Source: an optimization exercise on an open RTL-to-GDS flow (aim: small area, a short achievable clock period and few clock cycles per item). Production flows keep margins and buffers that such runs may drop.
Function was checked by simulation only, so behaviour that the tests miss may differ from the original.

==> inputs of job 5144 <==
==> flow/design.v (excerpt) <==
module tap_mix (
    input  wire        clk,
    input  wire        rst,
    input  wire        in_valid,
    output reg         in_ready,
    input  wire [31:0] a,
    input  wire [31:0] b,
    input  wire [31:0] frac,
    input  wire [31:0] x,
    input  wire [31:0] dw,
    output reg         out_valid,
    input  wire        out_ready,
    output reg  [31:0] y
);
    reg [31:0] a1, b1, f1, x1, d1;
    always @(posedge clk) begin
        a1 <= a; b1 <= b; f1 <= frac; x1 <= x; d1 <= dw;
    end
    wire [32:0] ua1, uf1, ux1, ud1;
    fp_unpack u_na (.a(a1), .u(ua1));
    fp_unpack u_nf (.a(f1), .u(uf1));
    fp_unpack u_nx (.a(x1), .u(ux1));
    fp_unpack u_nd (.a(d1), .u(ud1));
    wire        ds, dinc, dnan, dinf, dzero;
    wire [9:0]  de;
    wire [23:0] dm;
    fp_add #(.IU(0), .OF(0)) u_diff (
        .a({1'b0, b1}), .b({1'b0, ~a1[31], a1[30:0]}), .y(),
        .fs(ds), .fe(de), .fm(dm), .finc(dinc), .fnan(dnan), .finf(dinf), .fzero(dzero));
    wire [32:0] prod;
    fp_mul #(.FA(1)) u_fmul (
        .ua(33'd0), .as(ds), .ae(de), .am(dm), .ainc(dinc), .anan(dnan), .ainf(dinf), .azero(dzero),
        .b(uf1), .y(prod));
    wire        fz1 = (f1[30:0] == 31'd0);
    wire [32:0] p1  = fz1 ? {a1[31], 9'h100, 23'd0} : prod;
    wire [31:0] ws1;
    fp_wscale u_ws (.dw(d1), .ws(ws1));
    wire [32:0] uw1 = (ws1[30:23] == 8'd0) ? {ws1[31], 9'h100, 23'd0} : {ws1[31], 1'b0, ws1[30:0]};
    wire [32:0] dry1;
    fp_mul #(.FA(0)) u_dry (
        .ua(uw1), .as(1'b0), .ae(10'd0), .am(24'd0), .ainc(1'b0), .anan(1'b0), .ainf(1'b0), .azero(1'b0),
        .b(ux1), .y(dry1));
    reg [32:0] a2, p2, d2, r2;
    always @(posedge clk) begin
        a2 <= ua1; p2 <= p1; d2 <= ud1; r2 <= dry1;
    end
    wire        ts, tinc, tnan, tinf, tzero;
    wire [9:0]  te;
    wire [23:0] tm;
    fp_add #(.IU(1), .OF(0)) u_interp (
        .a(a2), .b(p2), .y(),
  ...
export LEC_CHECK = 0
export ABC_AREA = 1
export CAP_MARGIN = 20
export CORE_MARGIN = 2
export CORE_UTILIZATION = 55
export SLEW_MARGIN = 20
create_clock -name core_clock -period 115.0 [get_ports {clk}]
standard.sh (not shown) runs the stock make flow with config.mk's settings and CLKGATE_MAP_FILE= SYNTH_SCRIPT=/design/flow/synth_recipe.tcl, a recipe that flattens the netlist after the stock synthesis.
==> flow/flow/run.sh <==
#!/bin/bash
set -euo pipefail
bash standard.sh finish SETUP_SLACK_MARGIN=89.5 SKIP_GATE_CLONING=1 \
    'BUFFER_PORTS_ARGS=-buffer_cell sky130_fd_sc_hd__buf_2' > log_finish.txt 2>&1
==> job 1612 (differences from job 5144) <==
==> flow/flow/run.sh (replaced) <==
#!/bin/bash
set -euo pipefail
bash standard.sh finish SETUP_SLACK_MARGIN=90 > make_finish.log 2>&1
--- a/flow/config.mk
+++ b/flow/config.mk
@@ -9,4 +9,4 @@
 export CAP_MARGIN = 20
 export CORE_MARGIN = 2
-export CORE_UTILIZATION = 55
+export CORE_UTILIZATION = 40
 export SLEW_MARGIN = 20
==> qor summary <==
item	job 5144	job 1612
Number of global-route vias before repair	111000	111000
Met2 WL	189000 um	192000 um
Final critical-path required period	24.41 ns	24.75 ns
CP max-delay cell	edfxtp_1	clkdlybuf4s50_1
Termination of the worst setup path	y[22]	out_valid
Routing usage on met2	0.631	0.462
Post-layout instance count excluding filler cells	19600	20800
Worst Reg2Reg Path Length in Cells	129	139
Metal1 wirelength	167000 um	195000 um
CORE AREA	204000 um2	280000 um2
Worst slew slack as a fraction of its limit	0.180	-0.0193
Tcrit/Tclk final	0.212	0.215
Number of H-tree branching levels	2	3
Critical Path Fanout Max	1	5
Area after DPL	116000 um2	118000 um2
Upper clock frequency limit	0.0410 GHz	0.0404 GHz
Share of post-route cells with drive strength above 1	0.0678	0.0738
Max Slew Vio Count	0	7
Run status	complete, no violations	finished with violations
Violated checks	-	max-capacitance violations, max-slew violations
Testbench counts of job 5144, summed over its fixed seeds: cycles 12,032, items 12,000.
Testbench counts of job 1612, summed over its fixed seeds: cycles 12,032, items 12,000.

---

==> job 2323 <==
tap_mix again, from the RTL that the note above started with.
clock: 115.0 ns
lec_check: 0
abc_area: 1
cap_margin: 20
core_margin: 2
core_utilization: 65
slew_margin: 20
==> flow/flow/run.sh <==
#!/bin/bash
set -euo pipefail
LIB=$FLOW_HOME/platforms/sky130hd/lib/sky130_fd_sc_hd__tt_025C_1v80.lib
YOSYS=$FLOW_HOME/../tools/install/yosys/bin/yosys
R=orfs/results/sky130hd/tap_mix/base

bash standard.sh synth > log_1_synth.txt 2>&1
cp $R/1_2_yosys.v synth_standard.v

python3 flow/invopt.py synth_standard.v resynth_in.v > log_2_invopt.txt 2>&1
python3 flow/libfunc.py $LIB resynth_cells.v sky130_fd_sc_hd__fa_1 sky130_fd_sc_hd__conb_1 > log_3_libfunc.txt 2>&1
printf 'set_driving_cell sky130_fd_sc_hd__buf_1\nset_load 5\n' > abc.constr
sed -e "s#@LIB@#$LIB#g" -e "s#@TOP@#$FLOW_TOP#g" flow/resynth.ys > resynth.ys
$YOSYS -s resynth.ys > log_4_resynth.txt 2>&1
cp resynth_out.v $R/1_2_yosys.v

bash standard.sh finish SETUP_SLACK_MARGIN=89.5 SKIP_GATE_CLONING=1 RECOVER_POWER=100 \
    'BUFFER_PORTS_ARGS=-buffer_cell sky130_fd_sc_hd__buf_2' > log_5_finish.txt 2>&1
==> flow/flow/abc_resynth.script <==
strash
dch
map -B 0.9
topo
stime -c
buffer -c
upsize -c
dnsize -c
Other scripts of this flow, unchanged in this note and not shown: flow/flow/invopt.py, flow/flow/libfunc.py, flow/flow/resynth.ys
==> inputs of job 9074, as changes to job 2323 <==
--- a/flow/flow/run.sh
+++ b/flow/flow/run.sh
@@ -14,5 +14,5 @@
 $YOSYS -s resynth.ys > log_4_resynth.txt 2>&1
 cp resynth_out.v $R/1_2_yosys.v
 
-bash standard.sh finish SETUP_SLACK_MARGIN=89.5 SKIP_GATE_CLONING=1 RECOVER_POWER=100 \
+bash standard.sh finish SETUP_SLACK_MARGIN=89.5 SKIP_GATE_CLONING=1 \
     'BUFFER_PORTS_ARGS=-buffer_cell sky130_fd_sc_hd__buf_2' > log_5_finish.txt 2>&1
==> flow/flow/abc_resynth.script (replaced) <==
strash
dch -f
map -B 0.9
strash
dch -f
map -B 0.9
topo
stime -c
- CORE_UTILIZATION: 65 -> 55
==> notes <==
Synthesized area: job 2323 is higher than job 9074 (about 10%).
In job 2323 the fmax is smaller than in job 9074, by about 23%.
Against job 9074, the global-route usage of job 2323 is higher by 2.3 points.
Clock-buffer cell count is the same in job 2323 and job 9074.
Of job 2323 and job 9074, job 9074 has the higher worst setup slack (gap 7.3 ns).
Job 2323 ran to the end with violations: max-capacitance violations, max-slew violations. Job 9074 went through all stages and came out clean.
In job 9074 the cell count is larger than in job 2323, by 1.2%.
In job 2323 the utilization is higher than in job 9074, by 6.8 points.
In job 2323 the die area is smaller than in job 9074, by 7.1%.
Testbench counts of job 2323, summed over its fixed seeds: cycles 12,032, items 12,000.
Testbench counts of job 9074, summed over its fixed seeds: cycles 12,032, items 12,000.

static timing again, ports no longer ideal:
How much do the figures lean on ideal ports? The routed layouts below were timed once more, with nothing changed but the port constraints. Step 1, drivers: a clkbuf_16 drives clk and a buf_2 each remaining input, both assumed. Step 2 times the ports against the registers' clock, not the clock port: input delays grow and output delays shrink by t, the midpoint of the rising clock arrivals with the driver on. a / b / c = no drivers / after step 1 / after step 2; a / b = the first two.
run | shift t [ns] | setup slack, ns | clock arrival spread, ns | pins driven straight from the clock port
job 5144 | 0.831 | 90.595 / 90.495 / 90.223 | 0.081 / 0.081 | 1
job 1612 | 0.866 | 90.248 / 90.147 / 89.918 | 0.080 / 0.080 | 1
job 2323 | 0.808 | 83.432 / 83.432 / 83.432 | 0.136 / 0.135 | 1
job 9074 | 0.821 | 90.701 / 90.606 / 90.613 | 0.054 / 0.054 | 1
The setup slack of job 5144, which loses most, moves by -0.100 ns with the drivers and by -0.372 ns with both steps.
